Source: an optimization exercise on an open RTL-to-GDS flow (aim: small area). Production flows keep margins and buffers that such runs may drop. Function was checked by simulation only, so behaviour that the tests miss may differ from the original. Power is estimated from default activity; no workload was simulated.

==> design.v <==
module nixie_mux (
    input  wire       clk,
    input  wire       rst,
    input  wire       tick_in,
    input  wire       db_we,
    input  wire [1:0] db_pair,    
    input  wire [7:0] db_tens,
    input  wire [7:0] db_units,
    output reg  [5:0] anode_out,
    output reg  [7:0] cathode_out
);
    localparam [7:0] T_ON    = 8'd0;
    localparam [7:0] T_BLANK = 8'd30;
    localparam [7:0] T_STAGE = 8'd35;
    localparam [7:0] T_WRAP  = 8'd40;
    reg [7:0] db [0:5];
    reg [7:0] frame_tick;
    reg [2:0] tube_index;
    wire [2:0] next_tube = (tube_index == 3'd5) ? 3'd0 : tube_index + 3'd1;
    wire [7:0] next_digit = db[next_tube];
    function [7:0] cathode_table;
        input [7:0] d;
        begin
            case (d)
                8'd0: cathode_table = 8'h3F;
                8'd1: cathode_table = 8'h06;
                8'd2: cathode_table = 8'h5B;
                8'd3: cathode_table = 8'h4F;
                8'd4: cathode_table = 8'h66;
                8'd5: cathode_table = 8'h6D;
                8'd6: cathode_table = 8'h7D;
                8'd7: cathode_table = 8'h07;
                8'd8: cathode_table = 8'h7F;
                8'd9: cathode_table = 8'h6F;
                default: cathode_table = 8'h00;
            endcase
        end
    endfunction
    integer i;
    always @(posedge clk) begin
        if (rst) begin
            for (i = 0; i < 6; i = i + 1)
                db[i] <= 8'd0;
        end else if (db_we) begin
            db[{db_pair, 1'b0}] <= db_tens;
            db[{db_pair, 1'b1}] <= db_units;
        end
    end
    always @(posedge clk) begin
        if (rst) begin
            frame_tick  <= 8'd0;
            tube_index  <= 3'd0;
            anode_out   <= 6'b000000;
            cathode_out <= 8'h00;
        end else if (tick_in) begin
            if (frame_tick == T_ON)
                anode_out <= 6'b000001 << tube_index;
            else if (frame_tick == T_BLANK)
                anode_out <= 6'b000000;
            else if (frame_tick == T_STAGE) begin
                tube_index  <= next_tube;
                cathode_out <= cathode_table(next_digit);
            end
            if (frame_tick == T_WRAP)
                frame_tick <= 8'd0;
            else
                frame_tick <= frame_tick + 8'd1;
        end
    end
endmodule
module i2c_symbol #(
    parameter integer QUARTER = 5
) (
    input  wire       clk,
    input  wire       rst,
    input  wire       cmd_valid,    
    input  wire [2:0] cmd,
    input  wire [7:0] tx_byte,
    input  wire       rx_nack,      
    input  wire       scl_in,       
    input  wire       sda_in,
    output reg        scl_oe,       
    output reg        sda_oe,       
    output reg        done,         
    output reg        ack_n,        
    output reg  [7:0] rx_byte
);
    localparam [2:0] CMD_START  = 3'd0;
    localparam [2:0] CMD_RSTART = 3'd1;
    localparam [2:0] CMD_STOP   = 3'd2;
    localparam [2:0] CMD_TX     = 3'd3;
    localparam [2:0] CMD_RX     = 3'd4;
    reg       busy;
    reg [2:0] cur;
    reg [2:0] phase;
    reg [3:0] bitn;        
    reg [7:0] shreg;
    reg [7:0] timer;
    localparam [7:0] QLOAD = QUARTER - 1;
    wire drive_bit = (cur == CMD_TX) ? ((bitn == 4'd8) ? 1'b1 : shreg[7])
                                     : ((bitn == 4'd8) ? rx_nack : 1'b1);
    always @(posedge clk) begin
        if (rst) begin
            busy    <= 1'b0;
            cur     <= CMD_START;
            phase   <= 3'd0;
            bitn    <= 4'd0;
            shreg   <= 8'h00;
            timer   <= 8'd0;
            scl_oe  <= 1'b0;
            sda_oe  <= 1'b0;
            done    <= 1'b0;
            ack_n   <= 1'b0;
            rx_byte <= 8'h00;
        end else begin
            done <= 1'b0;
            if (!busy) begin
                if (cmd_valid) begin
                    busy  <= 1'b1;
                    cur   <= cmd;
                    phase <= 3'd0;
                    bitn  <= 4'd0;
                    shreg <= tx_byte;
                    timer <= 8'd0;
                end
            end else if (timer != 8'd0) begin
                timer <= timer - 8'd1;
            end else begin
                case (cur)
                    CMD_START: begin
                        case (phase)
                            3'd0: if (scl_in && sda_in) begin
                                sda_oe <= 1'b1;
                                phase  <= 3'd1;
                                timer  <= QLOAD;
                            end
                            3'd1: begin
                                scl_oe <= 1'b1;
                                phase  <= 3'd2;
                                timer  <= QLOAD;
                            end
                            default: begin
                                busy <= 1'b0;
                                done <= 1'b1;
                            end
                        endcase
                    end
                    CMD_RSTART: begin
                        case (phase)
                            3'd0: begin
                                sda_oe <= 1'b0;
                                phase  <= 3'd1;
                                timer  <= QLOAD;
                            end
                            3'd1: begin
                                scl_oe <= 1'b0;
                                phase  <= 3'd2;
                                timer  <= QLOAD;
                            end
                            3'd2: if (scl_in) begin
                                sda_oe <= 1'b1;
                                phase  <= 3'd3;
                                timer  <= QLOAD;
                            end
                            3'd3: begin
                                scl_oe <= 1'b1;
                                phase  <= 3'd4;
                                timer  <= QLOAD;
                            end
                            default: begin
                                busy <= 1'b0;
                                done <= 1'b1;
                            end
                        endcase
                    end
                    CMD_STOP: begin
                        case (phase)
                            3'd0: begin
                                sda_oe <= 1'b1;
                                phase  <= 3'd1;
                                timer  <= QLOAD;
                            end
                            3'd1: begin
                                scl_oe <= 1'b0;
                                phase  <= 3'd2;
                                timer  <= QLOAD;
                            end
                            3'd2: if (scl_in) begin
                                sda_oe <= 1'b0;
                                phase  <= 3'd3;
                                timer  <= QLOAD;
                            end
                            default: begin
                                busy <= 1'b0;
                                done <= 1'b1;
                            end
                        endcase
                    end
                    default: begin  
                        case (phase)
                            3'd0: begin
                                sda_oe <= ~drive_bit;
                                phase  <= 3'd1;
                                timer  <= QLOAD;
                            end
                            3'd1: begin
                                scl_oe <= 1'b0;
                                phase  <= 3'd2;
                                timer  <= QLOAD;
                            end
                            3'd2: if (scl_in) begin
                                if (bitn == 4'd8) begin
                                    if (cur == CMD_TX)
                                        ack_n <= sda_in;
                                end else begin
                                    if (cur == CMD_RX)
                                        rx_byte <= {rx_byte[6:0], sda_in};
                                    shreg <= {shreg[6:0], 1'b0};
                                end
                                phase <= 3'd3;
                                timer <= QLOAD;
                            end
                            3'd3: begin
                                scl_oe <= 1'b1;
                                timer  <= QLOAD;
                                if (bitn == 4'd8)
                                    phase <= 3'd4;
                                else begin
                                    bitn  <= bitn + 4'd1;
                                    phase <= 3'd0;
                                end
                            end
                            default: begin
                                sda_oe <= 1'b0;
                                busy   <= 1'b0;
                                done   <= 1'b1;
                            end
                        endcase
                    end
                endcase
            end
        end
    end
endmodule
module rtc_txn (
    input  wire       clk,
    input  wire       rst,
    input  wire       go,           
    input  wire       is_write,
    input  wire [7:0] addr,
    input  wire [7:0] wdata,
    output reg        done,         
    output reg  [7:0] rdata,
    output reg        sym_valid,
    output reg  [2:0] sym_cmd,
    output reg  [7:0] sym_tx,
    input  wire       sym_done,
    input  wire       sym_ack_n,
    input  wire [7:0] sym_rx
);
    localparam [7:0] ADDR_W = 8'hD0;
    localparam [7:0] ADDR_R = 8'hD1;
    localparam [2:0] CMD_START  = 3'd0;
    localparam [2:0] CMD_RSTART = 3'd1;
    localparam [2:0] CMD_STOP   = 3'd2;
    localparam [2:0] CMD_TX     = 3'd3;
    localparam [2:0] CMD_RX     = 3'd4;
    localparam [3:0] T_IDLE   = 4'd0;
    localparam [3:0] T_START  = 4'd1;
    localparam [3:0] T_ADW    = 4'd2;
    localparam [3:0] T_RETRY  = 4'd3;
    localparam [3:0] T_REG    = 4'd4;
    localparam [3:0] T_DATA   = 4'd5;
    localparam [3:0] T_RS     = 4'd6;
    localparam [3:0] T_ADR    = 4'd7;
    localparam [3:0] T_RX     = 4'd8;
    localparam [3:0] T_STOP   = 4'd9;
    localparam [3:0] T_HANG   = 4'd10;
    reg [3:0] state;
    reg       issued;      
    reg       wr;
    reg [7:0] reg_addr;
    reg [7:0] reg_data;
    always @(*) begin
        sym_cmd = CMD_START;
        sym_tx  = 8'h00;
        case (state)
            T_START: sym_cmd = CMD_START;
            T_ADW:   begin sym_cmd = CMD_TX; sym_tx = ADDR_W;   end
            T_RETRY: sym_cmd = CMD_STOP;
            T_REG:   begin sym_cmd = CMD_TX; sym_tx = reg_addr; end
            T_DATA:  begin sym_cmd = CMD_TX; sym_tx = reg_data; end
            T_RS:    sym_cmd = CMD_RSTART;
            T_ADR:   begin sym_cmd = CMD_TX; sym_tx = ADDR_R;   end
            T_RX:    sym_cmd = CMD_RX;
            T_STOP:  sym_cmd = CMD_STOP;
            default: sym_cmd = CMD_START;
        endcase
        sym_valid = (state != T_IDLE) && (state != T_HANG) && !issued;
    end
    always @(posedge clk) begin
        if (rst) begin
            state    <= T_IDLE;
            issued   <= 1'b0;
            wr       <= 1'b0;
            reg_addr <= 8'h00;
            reg_data <= 8'h00;
            rdata    <= 8'h00;
            done     <= 1'b0;
        end else begin
            done <= 1'b0;
            if (state == T_IDLE) begin
                if (go) begin
                    wr       <= is_write;
                    reg_addr <= addr;
                    reg_data <= wdata;
                    state    <= T_START;
                    issued   <= 1'b0;
                end
            end else if (state != T_HANG) begin
                if (sym_valid)
                    issued <= 1'b1;
                if (sym_done) begin
                    issued <= 1'b0;
                    case (state)
                        T_START: state <= T_ADW;
                        T_ADW:   state <= sym_ack_n ? T_RETRY : T_REG;
                        T_RETRY: state <= T_START;
                        T_REG:   state <= sym_ack_n ? T_HANG : (wr ? T_DATA : T_RS);
                        T_DATA:  state <= sym_ack_n ? T_HANG : T_STOP;
                        T_RS:    state <= T_ADR;
                        T_ADR:   state <= sym_ack_n ? T_HANG : T_RX;
                        T_RX: begin
                            rdata <= sym_rx;
                            state <= T_STOP;
                        end
                        T_STOP: begin
                            state <= T_IDLE;
                            done  <= 1'b1;
                        end
                        default: state <= T_IDLE;
                    endcase
                end
            end
        end
    end
endmodule
module nixie_fg #(
    parameter integer DEBOUNCE_INTERVAL = 1000
) (
    input  wire       clk,
    input  wire       rst,
    input  wire [7:0] btn_port,      
    output reg        txn_go,
    output reg        txn_write,
    output reg  [7:0] txn_addr,
    output reg  [7:0] txn_wdata,
    input  wire       txn_done,
    input  wire [7:0] txn_rdata,
    output reg        db_we,
    output reg  [1:0] db_pair,
    output reg  [7:0] db_tens,
    output reg  [7:0] db_units
);
    localparam [7:0] RTC_CTRL_INIT = 8'h12;
    localparam [7:0] BTN_MASK      = 8'h07;
    localparam [2:0] DEBOUNCE_COUNT = 3'd5;
    localparam [4:0] F_INIT_RD   = 5'd0;
    localparam [4:0] F_INIT_WR0  = 5'd1;
    localparam [4:0] F_INIT_WR7  = 5'd2;
    localparam [4:0] F_UPD_S     = 5'd3;
    localparam [4:0] F_UPD_M     = 5'd4;
    localparam [4:0] F_UPD_H     = 5'd5;
    localparam [4:0] F_DEB_FIRST = 5'd6;
    localparam [4:0] F_DEB_WAIT  = 5'd7;
    localparam [4:0] F_CHK_SEC   = 5'd8;
    localparam [4:0] F_RSEC_WR   = 5'd9;
    localparam [4:0] F_CHK_MIN   = 5'd10;
    localparam [4:0] F_MIN_RD    = 5'd11;
    localparam [4:0] F_MIN_WR    = 5'd12;
    localparam [4:0] F_MIN_RD2   = 5'd13;
    localparam [4:0] F_CHK_HR    = 5'd14;
    localparam [4:0] F_HR_RD     = 5'd15;
    localparam [4:0] F_HR_WR     = 5'd16;
    localparam [4:0] F_HR_RD2    = 5'd17;
    localparam [4:0] F_POLL_END  = 5'd18;
    reg [4:0]  state;
    reg        started;         
    reg [7:0]  rbyte;           
    reg [7:0]  btn_confirmed;
    reg [7:0]  btn_cand;
    reg [7:0]  btn_new;
    reg [7:0]  rise;
    reg [2:0]  stab_count;
    reg [15:0] wait_cnt;
    localparam [15:0] WLOAD = DEBOUNCE_INTERVAL - 1;
    wire [7:0] sample = (~btn_port) & BTN_MASK;
    reg [7:0] mu, mt, inc_min;
    always @(*) begin
        mu = {4'h0, rbyte[3:0]} + 8'd1;
        mt = {5'h00, rbyte[6:4]};
        if (mu == 8'd10) begin
            mu = 8'd0;
            mt = mt + 8'd1;
        end
        if (mt == 8'd6)
            mt = 8'd0;
        inc_min = (mt << 4) | mu;
    end
    reg [7:0] hu, ht, inc_hr;
    always @(*) begin
        hu = {4'h0, rbyte[3:0]} + 8'd1;
        ht = {6'h00, rbyte[5:4]};
        if (hu == 8'd10) begin
            hu = 8'd0;
            ht = ht + 8'd1;
        end
        if (ht == 8'd2 && hu == 8'd4) begin
            ht = 8'd0;
            hu = 8'd0;
        end
        inc_hr = (ht << 4) | hu;
    end
    always @(*) begin
        txn_write = 1'b0;
        txn_addr  = 8'h00;
        txn_wdata = 8'h00;
        case (state)
            F_INIT_RD:  begin txn_addr = 8'h00; end
            F_INIT_WR0: begin txn_write = 1'b1; txn_addr = 8'h00; txn_wdata = rbyte & 8'h7F; end
            F_INIT_WR7: begin txn_write = 1'b1; txn_addr = 8'h07; txn_wdata = RTC_CTRL_INIT; end
            F_UPD_S:    begin txn_addr = 8'h00; end
            F_UPD_M:    begin txn_addr = 8'h01; end
            F_UPD_H:    begin txn_addr = 8'h02; end
            F_RSEC_WR:  begin txn_write = 1'b1; txn_addr = 8'h00; txn_wdata = 8'h00; end
            F_MIN_RD:   begin txn_addr = 8'h01; end
            F_MIN_WR:   begin txn_write = 1'b1; txn_addr = 8'h01; txn_wdata = inc_min; end
            F_MIN_RD2:  begin txn_addr = 8'h01; end
            F_HR_RD:    begin txn_addr = 8'h02; end
            F_HR_WR:    begin txn_write = 1'b1; txn_addr = 8'h02; txn_wdata = inc_hr; end
            F_HR_RD2:   begin txn_addr = 8'h02; end
            default:    begin txn_addr = 8'h00; end
        endcase
    end
    wire txn_state = (state == F_INIT_RD) || (state == F_INIT_WR0) || (state == F_INIT_WR7) ||
                     (state == F_UPD_S) || (state == F_UPD_M) || (state == F_UPD_H) ||
                     (state == F_RSEC_WR) || (state == F_MIN_RD) || (state == F_MIN_WR) ||
                     (state == F_MIN_RD2) || (state == F_HR_RD) || (state == F_HR_WR) ||
                     (state == F_HR_RD2);
    always @(*) txn_go = txn_state && !started;
    always @(posedge clk) begin
        if (rst) begin
            state         <= F_INIT_RD;
            started       <= 1'b0;
            rbyte         <= 8'h00;
            btn_confirmed <= 8'h00;
            btn_cand      <= 8'h00;
            btn_new       <= 8'h00;
            rise          <= 8'h00;
            stab_count    <= 3'd0;
            wait_cnt      <= 16'd0;
            db_we         <= 1'b0;
            db_pair       <= 2'd0;
            db_tens       <= 8'h00;
            db_units      <= 8'h00;
        end else begin
            db_we <= 1'b0;
            if (txn_go)
                started <= 1'b1;
            if (txn_state && txn_done)
                started <= 1'b0;
            case (state)
                F_INIT_RD: if (txn_done) begin
                    rbyte <= txn_rdata;
                    state <= F_INIT_WR0;
                end
                F_INIT_WR0: if (txn_done) state <= F_INIT_WR7;
                F_INIT_WR7: if (txn_done) state <= F_UPD_S;
                F_UPD_S: if (txn_done) begin
                    db_we    <= 1'b1;
                    db_pair  <= 2'd2;
                    db_tens  <= {5'h00, txn_rdata[6:4]};
                    db_units <= {4'h0, txn_rdata[3:0]};
                    state    <= F_UPD_M;
                end
                F_UPD_M: if (txn_done) begin
                    db_we    <= 1'b1;
                    db_pair  <= 2'd1;
                    db_tens  <= {5'h00, txn_rdata[6:4]};
                    db_units <= {4'h0, txn_rdata[3:0]};
                    state    <= F_UPD_H;
                end
                F_UPD_H: if (txn_done) begin
                    db_we    <= 1'b1;
                    db_pair  <= 2'd0;
                    db_tens  <= {6'h00, txn_rdata[5:4]};
                    db_units <= {4'h0, txn_rdata[3:0]};
                    state    <= F_DEB_FIRST;
                end
                F_DEB_FIRST: begin
                    btn_cand   <= sample;
                    stab_count <= 3'd0;
                    wait_cnt   <= WLOAD;
                    state      <= F_DEB_WAIT;
                end
                F_DEB_WAIT: begin
                    if (wait_cnt != 16'd0) begin
                        wait_cnt <= wait_cnt - 16'd1;
                    end else begin
                        wait_cnt <= WLOAD;
                        if (sample == btn_cand) begin
                            stab_count <= stab_count + 3'd1;
                            if (stab_count + 3'd1 == DEBOUNCE_COUNT) begin
                                btn_new <= btn_cand;
                                rise    <= btn_cand & ~btn_confirmed;
                                state   <= F_CHK_SEC;
                            end
                        end else begin
                            btn_cand   <= sample;
                            stab_count <= 3'd0;
                        end
                    end
                end
                F_CHK_SEC: state <= rise[0] ? F_RSEC_WR : F_CHK_MIN;
                F_RSEC_WR: if (txn_done) begin
                    db_we    <= 1'b1;
                    db_pair  <= 2'd2;
                    db_tens  <= 8'h00;
                    db_units <= 8'h00;
                    state    <= F_CHK_MIN;
                end
                F_CHK_MIN: state <= rise[1] ? F_MIN_RD : F_CHK_HR;
                F_MIN_RD: if (txn_done) begin
                    rbyte <= txn_rdata;
                    state <= F_MIN_WR;
                end
                F_MIN_WR: if (txn_done) state <= F_MIN_RD2;
                F_MIN_RD2: if (txn_done) begin
                    db_we    <= 1'b1;
                    db_pair  <= 2'd1;
                    db_tens  <= {5'h00, txn_rdata[6:4]};
                    db_units <= {4'h0, txn_rdata[3:0]};
                    state    <= F_CHK_HR;
                end
                F_CHK_HR: state <= rise[2] ? F_HR_RD : F_POLL_END;
                F_HR_RD: if (txn_done) begin
                    rbyte <= txn_rdata;
                    state <= F_HR_WR;
                end
                F_HR_WR: if (txn_done) state <= F_HR_RD2;
                F_HR_RD2: if (txn_done) begin
                    db_we    <= 1'b1;
                    db_pair  <= 2'd0;
                    db_tens  <= {6'h00, txn_rdata[5:4]};
                    db_units <= {4'h0, txn_rdata[3:0]};
                    state    <= F_POLL_END;
                end
                F_POLL_END: begin
                    btn_confirmed <= btn_new;
                    state         <= F_UPD_S;
                end
                default: state <= F_INIT_RD;
            endcase
        end
    end
endmodule
module nixie_core (
    input  wire       clk,
    input  wire       rst,           
    input  wire       tick_in,       
    input  wire [7:0] btn_in,        
    input  wire       scl_i,         
    input  wire       sda_i,         
    output wire       scl_oe,        
    output wire       sda_oe,        
    output wire [5:0] anode_out,
    output wire [7:0] cathode_out
);
    reg [7:0] btn_s1, btn_s2;
    reg       scl_s1, scl_s2, sda_s1, sda_s2;
    always @(posedge clk) begin
        if (rst) begin
            btn_s1 <= 8'hFF;
            btn_s2 <= 8'hFF;
            scl_s1 <= 1'b1;
            scl_s2 <= 1'b1;
            sda_s1 <= 1'b1;
            sda_s2 <= 1'b1;
        end else begin
            btn_s1 <= btn_in;
            btn_s2 <= btn_s1;
            scl_s1 <= scl_i;
            scl_s2 <= scl_s1;
            sda_s1 <= sda_i;
            sda_s2 <= sda_s1;
        end
    end
    wire       txn_go, txn_write, txn_done;
    wire [7:0] txn_addr, txn_wdata, txn_rdata;
    wire       sym_valid, sym_done, sym_ack_n;
    wire [2:0] sym_cmd;
    wire [7:0] sym_tx, sym_rx;
    wire       db_we;
    wire [1:0] db_pair;
    wire [7:0] db_tens, db_units;
    nixie_fg #(.DEBOUNCE_INTERVAL(1000)) u_fg (
        .clk(clk), .rst(rst), .btn_port(btn_s2),
        .txn_go(txn_go), .txn_write(txn_write), .txn_addr(txn_addr),
        .txn_wdata(txn_wdata), .txn_done(txn_done), .txn_rdata(txn_rdata),
        .db_we(db_we), .db_pair(db_pair), .db_tens(db_tens), .db_units(db_units)
    );
    rtc_txn u_txn (
        .clk(clk), .rst(rst), .go(txn_go), .is_write(txn_write),
        .addr(txn_addr), .wdata(txn_wdata), .done(txn_done), .rdata(txn_rdata),
        .sym_valid(sym_valid), .sym_cmd(sym_cmd), .sym_tx(sym_tx),
        .sym_done(sym_done), .sym_ack_n(sym_ack_n), .sym_rx(sym_rx)
    );
    i2c_symbol #(.QUARTER(5)) u_sym (
        .clk(clk), .rst(rst), .cmd_valid(sym_valid), .cmd(sym_cmd),
        .tx_byte(sym_tx), .rx_nack(1'b1), .scl_in(scl_s2), .sda_in(sda_s2),
        .scl_oe(scl_oe), .sda_oe(sda_oe), .done(sym_done), .ack_n(sym_ack_n),
        .rx_byte(sym_rx)
    );
    nixie_mux u_mux (
        .clk(clk), .rst(rst), .tick_in(tick_in),
        .db_we(db_we), .db_pair(db_pair), .db_tens(db_tens), .db_units(db_units),
        .anode_out(anode_out), .cathode_out(cathode_out)
    );
endmodule
==> run.sh <==
#!/bin/bash
# synth_recipe.tcl (not shown) runs the flow's synth.tcl, then flattens the netlist and writes it again
# the make line also repeats each setting of config.mk as NAME=value (left out here)
make -C /OpenROAD-flow-scripts/flow DESIGN_CONFIG=/design/flow/config.mk WORK_HOME=/design/flow/orfs CLKGATE_MAP_FILE= SYNTH_SCRIPT=/design/flow/synth_recipe.tcl finish
==> config.mk <==
export PLATFORM = sky130hd
export DESIGN_NAME = nixie_core
export DESIGN_NICKNAME = nixie_core
export VERILOG_FILES = /design/flow/design.v
export SDC_FILE = /design/flow/constraint.sdc
export NUM_CORES = 4
export LEC_CHECK = 0
export CAP_MARGIN = 20
export CORE_MARGIN = 2
export CORE_UTILIZATION = 40
export SLEW_MARGIN = 20
==> constraint.sdc <==
create_clock -name core_clock -period 10.0 [get_ports {clk}]
set_input_delay 2.0000 -clock core_clock [delete_from_list [all_inputs] [get_ports {clk}]]
set_output_delay 2.0000 -clock core_clock [all_outputs]
set_load 0.01 [all_outputs]
==> impl_results.md <==
- Crit Path Max Fanout: 73
- Mux cell area share after synthesis: 5.45%
- Fin Clk Skew: approximately 0.012 ns
- DRT Pass-1 Iters: 5
- Cell variety after synth: 79
- CP Capture Type: flip-flop
- CTS sink count: between 150 and 200
- Syn Std Cell Area: 8930 sq um
- First-pass GRT wire length: ~33 mm
- Syn nets: 1,058
- Final hold vios: 0
- Filler Cell Count: approximately 2,200
- Synth Flop Type: dfxtp_1
- Via count: 7,159
- Post-synthesis compound-gate area fraction: 18.1%
- Slew @ Worst Pin: 1.04 ns
- Yosys reg bits: 179
- Status: finished clean
- Largest family of logic cells by synthesized area: simple AND/OR/NAND/NOR gates
- Die height: 153 um
- Worst hold path class: flip-flop to flip-flop
- DR vias/cell: 5.50
- Post-CTS Setup Inserts: 0
- Critical path type: primary input to flip-flop
- Critical Path Max Stage Delay: 0.69 ns
- Aggregate global routing overflow: 0
- Setup Viol. Count Final: 0
- Critical path arrival: 4.19 ns
- Placed Instances: 1,270
- Clk Latency, worst-skew pair: roughly 0.44 ns
- CP Data Required Time: 10.17 ns
- Number of global-route vias before repair: 6,685
- Initial antenna violation count: 0
- Core Area: 21,900 sq um
- Post-route minimum period: 4.02 ns
- Synth Area in Adders: 2.94%
- CP max-delay cell: buf_4
- Pwr dens: 187 nW/um^2
- Rel. slew slack: between 20% and 30%
- Post-synthesis xor/xnor area fraction: 2.06%
- Max-slew violations: 0
- H-Tree Depth: 4
- Number of buffers created by CTS: 17
- Met2 Resource Use GR: 26.5%
- Final GP Congestion: roughly 0.85
- Std cell rows: 54
- Initial Utilization: roughly 40%
- Max IR drop VDD: 98.4 uV
- CTS clk-pin slew, worst paths: about 0.070 ns
- Startpoint types: primary input
- IO Port Bufs: 22
- Antenna-violating nets left: 0
- Met3 Usage GRT: under 10%
- Cts hold-fix bufs: 0
- Full die area: 23,500 sq um
- Gate Count Post-Synth: 1,024
- Avg Synthesized Cell Area: around 8.7 sq um
- Diode count: 0
- WP buf/inv: 2
- Final std cells w/o fill: 1,302
- Synth-to-layout area growth: 10.8%
- Post-synthesis async set-or-reset flop share: 0%
- Post-synthesis simple-gate area fraction: roughly 24%
- Fin nets: 1,043
- Most used routing layer: met2
- CTS tree: built
- Crit path max-delay family: buffers and inverters
- DRC viols: 0
- Unrepaired setup endpoints after global routing: false
- Sequential area share after synthesis: 43.3%
- Setup TNS: 0 ns
- CP cell instances: buf_4, buf_4, nor2b_1, nor3b_1, or2_2
- Fmax: 0.249 GHz
- Met1 Track Usage GR: between 20% and 30%
- Boundary Pins: 29
- Post_cts resized: 0
- Largest net degree at the start of global routing: 74
- CTS root buf: clkbuf_16
- Final Cycle Share: about two fifths
- EDFF count, synth: 28
- HPWL after DPL: 13.1 mm
- Synth warn: 5
- Routed WL: 19.5 mm
- Drt wl/cell: 14.9 um
- Initial DRC count: 463
- CP dominant cell by count: buf_4
- CTS max path bufs: 2
- Max-cap check violation count: 0
- Share of layout cells above drive strength 1: 7.73%
- GRT Overall Usage: 16.8%
- Leak pwr: between 3 and 4 nW
- Die width: 153 um
registers in the layout (all words and copies together), names as in the netlist, 4 cells and up:
register           cells
u_sym.shreg            8
u_mux.db              28
u_fg.rbyte             7
u_mux.cathode_out      7
u_mux.frame_tick       8
u_txn.rdata            7
u_mux.anode_out        6
u_fg.state             5
u_txn.reg_data         8
u_sym.bitn             4
u_sym.timer            8
u_fg.db_units          4
u_txn.state            4
u_sym.rx_byte          7
u_fg.wait_cnt         16
worst register-to-register path: cells and delay by family, from the launching register on:
| kind | cells | cell delay (ns) |
|---|---|---|
| AND/OR/NAND/NOR | 4 | 1.35 |
| adder cells (fa/ha/maj) | 2 | 0.59 |
| buffers and inverters | 1 | 0.11 |
| flip-flops | 1 | 0.79 |
| AO/OA/AOI/OAI | 3 | 0.57 |
metrics by stage:
step | hold WS, ns | util [%] | instance area, sq um | worst slack, ns | total power, mW
5_1_grt | 0.427 | 45.2 | 9900 | 5.82 | 1.95
3_3_place_gp | 0.393 | 42.4 | 9290 | 5.49 | 1.17
3_5_place_dp | 0.397 | 42.4 | 9290 | 5.41 | 1.17
2_1_floorplan | 0.389 | - | 8930 | 6.46 | 1.10
4_1_cts | 0.414 | 45.2 | 9890 | 5.88 | 1.86
6_report | 0.411 | 45.2 | 9900 | 5.98 | 1.85
where the power goes:
part	switching (mW)	internal [mW]	leakage [nW]	total [mW]
combinational	0.197	0.137	1.80	0.334
sequential	0.0525	0.772	1.52	0.825
clock	0.300	0.388	0.297	0.687
total	0.549	1.30	3.62	1.85
synth_stat cells, types with 8 or more instances:
cell type	n	share of area, %
dfxtp_1	151	34
nor2_1	133	5.6
nand2_1	78	3.3
a21oi_1	76	4.3
clkbuf_1	50	2.1
nor3_1	41	2.3
mux2i_1	34	3.8
o21ai_0	34	1.9
inv_1	31	1.3
edfxtp_1	28	9.4
and2_1	26	1.8
ha_1	21	2.9
nand2b_1	21	1.5
nand3_1	20	1.1
or2_2	18	1.3
a211oi_1	17	1.4
a31oi_1	14	0.98
nor2b_1	14	0.98
xnor2_1	13	1.3
a221oi_1	11	1.1
nand4_1	11	0.77
a21o_1	9	0.76
a311oi_1	9	0.88
or3_1	9	0.63
nand3b_1	8	0.67
xor2_1	8	0.78
cell usage in the layout (no fill, tap or decap), types with 8 or more instances in the layout:
cell type,synthesis,routed
a211oi_1,17,17
a21o_1,9,9
a21oi_1,76,76
a221oi_1,11,11
a311oi_1,9,9
a31oi_1,14,14
and2_1,26,26
clkbuf_16,0,18
clkdlybuf4s50_1,0,21
dfxtp_1,151,151
edfxtp_1,28,28
ha_1,21,21
inv_1,31,31
mux2i_1,34,34
nand2_1,78,78
nand2b_1,21,21
nand3_1,20,20
nand3b_1,8,8
nand4_1,11,11
nor2_1,133,133
nor2b_1,14,14
nor3_1,41,40
o21ai_0,34,33
or2_2,18,18
or3_1,9,9
xnor2_1,13,13
xor2_1,8,8
layout make-up:
cell class / count / area (sq um) / share of cell area [%]
inverters: 31 / 116 / 1.18
multi-input cells: 755 / 4730 / 47.7
repair buffers: 25 / 240 / 2.43
clock buffers: 19 / 454 / 4.59
clock inverters: 13 / 146 / 1.48
well taps: 280 / 350 / 3.54
flip-flops and latches: 179 / 3860 / 39.0
per-layer routing:
metal	wire, um	vias up
li1	-	3668
met1	9770	3355
met2	8800	110
met3	574	26
met4	317	0
met5	0	-
path summary, 6_finish.rpt:
kind                               startpoint                           endpoint  slack (ns)  cells past startpoint
max                                       rst       u_mux.db[1][1]$_SDFFCE_PN0P_        5.98                      5
min                      btn_s1[0]$_SDFF_PP1_               btn_s2[0]$_SDFF_PP1_        0.41                      1
max reg2reg  u_mux.tube_index[1]$_SDFFE_PP0P_  u_mux.cathode_out[3]$_SDFFE_PP0P_        6.50                     10
min reg2reg              btn_s1[0]$_SDFF_PP1_               btn_s2[0]$_SDFF_PP1_        0.41                      1
cells by family after synthesis:
kind of cell	count (synthesis)
and+or+nand+nor	426
AOI/OAI and AO/OA	242
DFF	179
buffers and inverters	90
muxes	44
adders and majority gates	21
xor gates and xnor gates	21
other	1

[port drivers added, routing unchanged]
The flow's constraints put no driver on any port. The routed layout listed below was extracted and timed again, unchanged, in two steps.
Step 1 assumes that a clkbuf_16 drives the clock port and a buf_2 every other input.
Step 2 moves the port delays by t, midway between the first and last clock arrival at a register: inputs arrive t later, outputs are due t later. That takes back most of the time a late clock gives input paths.
Three values: ideal ports, drivers, drivers and shift; two values: the first two.
t (ns): 0.479
setup WS [ns]: 5.978 / 5.999 / 5.520
worst hold slack (ns): 0.411 / 0.411 / 0.411
worst setup path at the end: input to register
worst data-port slew with drivers (ns): 0.03
After both steps this run still meets setup and hold. For this run, drivers alone change the setup slack by +0.021 ns; drivers and shift together by -0.458 ns.
